From an optimization exercise on the open Yosys and OpenROAD flow, aimed at small area and few clock cycles; shortcuts taken in it are not production practice.
Only simulation tests tie the RTL to the original design; equivalence was not proved.
Power and IR drop assume default switching activity.

Setup of run A:
// vs1063_ste
module vs1063_ste (
    input  wire        clk,
    input  wire        rst,
    input  wire        host_we,
    input  wire [3:0]  host_addr,
    input  wire [31:0] host_wdata,
    output reg  [31:0] host_rdata,
    output wire        busy,
    output wire [11:0] src_addr,
    input  wire [7:0]  src_rdata,
    output wire [11:0] srcw_addr,
    input  wire [15:0] srcw_rdata,
    output wire        dst_we,
    output wire [11:0] dst_addr,
    output wire [7:0]  dst_wdata,
    output reg         lines_oe,
    output reg         cs_cmd_n,
    output reg         cs_data_n,
    output reg         chip_rst_n,
    output wire        sck,
    output wire        mosi,
    input  wire        miso,
    input  wire        ready
);
clock: 10.0 ns
lec_check: 0
cap_margin: 20
core_margin: 2
core_utilization: 40
slew_margin: 20
standard.sh (not shown) runs the stock make flow with config.mk's settings and CLKGATE_MAP_FILE= SYNTH_SCRIPT=/design/flow/synth_recipe.tcl, a recipe that flattens the netlist after the stock synthesis.
==> flow/flow/run.sh <==
#!/bin/bash
# Layout flow: the standard flow (standard.sh) with three changes.
#  1. After the standard synthesis, the combinational logic between the
#     registers is remapped for area by ABC (flow/resyn.tcl, flow/resyn.abc).
#     The registers stay the standard synthesis's own cell instances, with
#     the same names and cell types.
#  2. Port buffers use buf_1, the smallest buffer cell, instead of the cell
#     buffer_ports picks by default.
#  3. The clock tree is built from clkbuf_4, in clusters of at most 6 sinks
#     within 40 um, without dummy loads.
# Each tool's output goes to its own log in this folder: std_synth.log,
# resyn.log, std_layout.log (ORFS also keeps per-step logs under orfs/logs/).
set -euo pipefail
R=orfs/results/${FLOW_PLATFORM}/vs1063_ste/base

bash standard.sh synth > std_synth.log 2>&1

cp "$R/1_2_yosys.v" "$R/1_2_yosys_standard.v"
YOSYS=$(command -v yosys || true)
[[ -n "$YOSYS" ]] || YOSYS="$FLOW_HOME/../tools/install/yosys/bin/yosys"
RESYN_LIB="$FLOW_HOME/platforms/${FLOW_PLATFORM}/lib/sky130_fd_sc_hd__tt_025C_1v80.lib" \
RESYN_IN="$R/1_2_yosys_standard.v" \
RESYN_TOP="$FLOW_TOP" \
RESYN_ABC=flow/resyn.abc \
RESYN_STAT=resyn_stat.txt \
RESYN_OUT="$R/1_2_yosys.v" \
  "$YOSYS" -c flow/resyn.tcl > resyn.log 2>&1
rm -f "$R/1_synth.odb" "$R/1_synth.sdc"

export BUFFER_PORTS_ARGS="-buffer_cell sky130_fd_sc_hd__buf_1"
export CTS_ARGS="-sink_clustering_enable -repair_clock_nets -dont_use_dummy_load -buf_list sky130_fd_sc_hd__clkbuf_4 -sink_clustering_size 6 -sink_clustering_max_diameter 40"
bash standard.sh > std_layout.log 2>&1
Other scripts of this flow, unchanged in this note and not shown: flow/flow/resyn.abc, flow/flow/resyn.tcl
Testbench counts of run A, summed over its fixed seeds: cycles 637,937.
Inputs modified between run A and run B:
- changing CORE_UTILIZATION from 40 to 65
Run B against run A: area growth from synthesis to layout now sits lower, share of power burned in the clock network shows an increase of 1.5 points, final period utilization fell by 2.5 points, clock insertion delay at the later pin of the skew report now sits lower.
The flow did not stop early for run B: all stages ran, and the layout cleared the timing, DRC and antenna checks.
Of run B and run A, the lower met1 track demand over resource in global routing belongs to run A.
[compare] base=run A new=run B: power consumed by combinational cells fell about 30%; overall power fell 13%.
Compared with run A, run B shows final area that has gone down slightly.

========
main:
vs1063_ste, a different RTL version from the one above (not shown whole).
Size: roughly 1800 cells after synthesis, roughly 150 I/O pins, ~0.014 sq mm of cells after synthesis.
clock: 10.0 ns
lec_check: 0
cap_margin: 20
core_margin: 2
core_utilization: 40
slew_margin: 20
==> flow/flow/run.sh <==
#!/bin/bash
# Layout flow: the standard flow (standard.sh) with three changes.
#  1. After the standard synthesis, the combinational logic between the
#     registers is remapped for area by ABC (flow/resyn.tcl, flow/resyn.abc).
#     The registers stay the standard synthesis's own cell instances, with
#     the same names and cell types.
#  2. Port buffers use buf_1, the smallest buffer cell, instead of the cell
#     buffer_ports picks by default.
#  3. The clock tree is built from clkbuf_4, in clusters of at most 10 sinks
#     within 40 um, without dummy loads.
# Each tool's output goes to its own log in this folder: std_synth.log,
# resyn.log, std_layout.log (ORFS also keeps per-step logs under orfs/logs/).
set -euo pipefail
R=orfs/results/${FLOW_PLATFORM}/vs1063_ste/base

bash standard.sh synth > std_synth.log 2>&1

cp "$R/1_2_yosys.v" "$R/1_2_yosys_standard.v"
YOSYS=$(command -v yosys || true)
[[ -n "$YOSYS" ]] || YOSYS="$FLOW_HOME/../tools/install/yosys/bin/yosys"
RESYN_LIB="$FLOW_HOME/platforms/${FLOW_PLATFORM}/lib/sky130_fd_sc_hd__tt_025C_1v80.lib" \
RESYN_IN="$R/1_2_yosys_standard.v" \
RESYN_TOP="$FLOW_TOP" \
RESYN_ABC=flow/resyn.abc \
RESYN_STAT=resyn_stat.txt \
RESYN_OUT="$R/1_2_yosys.v" \
  "$YOSYS" -c flow/resyn.tcl > resyn.log 2>&1
rm -f "$R/1_synth.odb" "$R/1_synth.sdc"

export BUFFER_PORTS_ARGS="-buffer_cell sky130_fd_sc_hd__buf_1"
export CTS_ARGS="-sink_clustering_enable -repair_clock_nets -dont_use_dummy_load -buf_list sky130_fd_sc_hd__clkbuf_4 -sink_clustering_size 10 -sink_clustering_max_diameter 40"
bash standard.sh > std_layout.log 2>&1
Other scripts of this flow, unchanged in this note and not shown: flow/flow/resyn.abc, flow/flow/resyn.tcl
Testbench counts of main, summed over its fixed seeds: cycles 637,937.
Relative to main, the following input files were edited for the feature branch:
-- flow/flow/run.sh --
<<< main, line 7
#  2. Port buffers use buf_1, the smallest buffer cell, instead of the cell
#     buffer_ports picks by default.
#  3. The clock tree is built from clkbuf_4, in clusters of at most 10 sinks
#     within 40 um, without dummy loads.
# Each tool's output goes to its own log in this folder: std_synth.log,
>>> the feature branch, line 7
#  2. Port buffers use buf_1, the smallest buffer cell, instead of the cell
#     buffer_ports picks by default.
#  3. The clock tree is built from clkbuf_4, in clusters of at most 6 sinks
#     within 40 um, without dummy loads.
# Each tool's output goes to its own log in this folder: std_synth.log,
<<< main, line 29

export BUFFER_PORTS_ARGS="-buffer_cell sky130_fd_sc_hd__buf_1"
export CTS_ARGS="-sink_clustering_enable -repair_clock_nets -dont_use_dummy_load -buf_list sky130_fd_sc_hd__clkbuf_4 -sink_clustering_size 10 -sink_clustering_max_diameter 40"
bash standard.sh > std_layout.log 2>&1
>>> the feature branch, line 29

export BUFFER_PORTS_ARGS="-buffer_cell sky130_fd_sc_hd__buf_1"
export CTS_ARGS="-sink_clustering_enable -repair_clock_nets -dont_use_dummy_load -buf_list sky130_fd_sc_hd__clkbuf_4 -sink_clustering_size 6 -sink_clustering_max_diameter 40"
bash standard.sh > std_layout.log 2>&1
Results
Changes observed in the feature branch relative to main: delay of the slowest cell on the worst path went down 0.24 ns; fraction of met3 tracks used by global routing went up 0.22 points.
Run comparison: the feature branch endpoint of the worst setup timing path p[7]$_DFFE_PN_; main endpoint of the worst setup timing path rem[2]$_DFFE_PN_
The final reports for the feature branch and main show via count of the first global-routing pass higher in the former.
Relative to main, the final cell area reported for the feature branch is higher.
Against main, the feature branch reports a post-layout worst setup margin that is lower.
On achievable clock frequency, main and the feature branch are basically level.

[port drivers added, routing unchanged]
How much do the figures lean on ideal ports? The routed layouts below were timed once more, with nothing changed but the port constraints.
Step 1 (the two cells are an assumption about what drives the block):
set clk [get_ports {clk}]
set_driving_cell -lib_cell sky130_fd_sc_hd__clkbuf_16 $clk
set_driving_cell -lib_cell sky130_fd_sc_hd__buf_2 [delete_from_list [all_inputs] $clk]
Step 2 moves the port delays by t, midway between the first and last clock arrival at a register: inputs arrive t later, outputs are due t later. That takes back most of the time a late clock gives input paths.
Three values: no drivers, after step 1, after step 2; two values: the first two.
run | shift t [ns] | setup slack, ns | worst setup path at the end | clock arrival spread, ns | worst register clock-pin slew, ns
run A | 0.768 | 2.048 / 2.048 / 1.588 | input to register | 0.117 / 0.116 | 0.09 / 0.09
run B | 0.707 | 2.296 / 2.296 / 1.980 | input to register | 0.069 / 0.068 | 0.09 / 0.09
main | 0.746 | 1.356 / 1.356 / 1.356 | register to register | 0.130 / 0.130 | 0.11 / 0.11
the feature branch | 0.751 | 1.349 / 1.349 / 1.349 | register to register | 0.070 / 0.070 | 0.09 / 0.09
After both steps every run listed still meets setup and hold. The setup slack of run A, which loses most, moves by 0.000 ns with the drivers and by -0.460 ns with both steps.
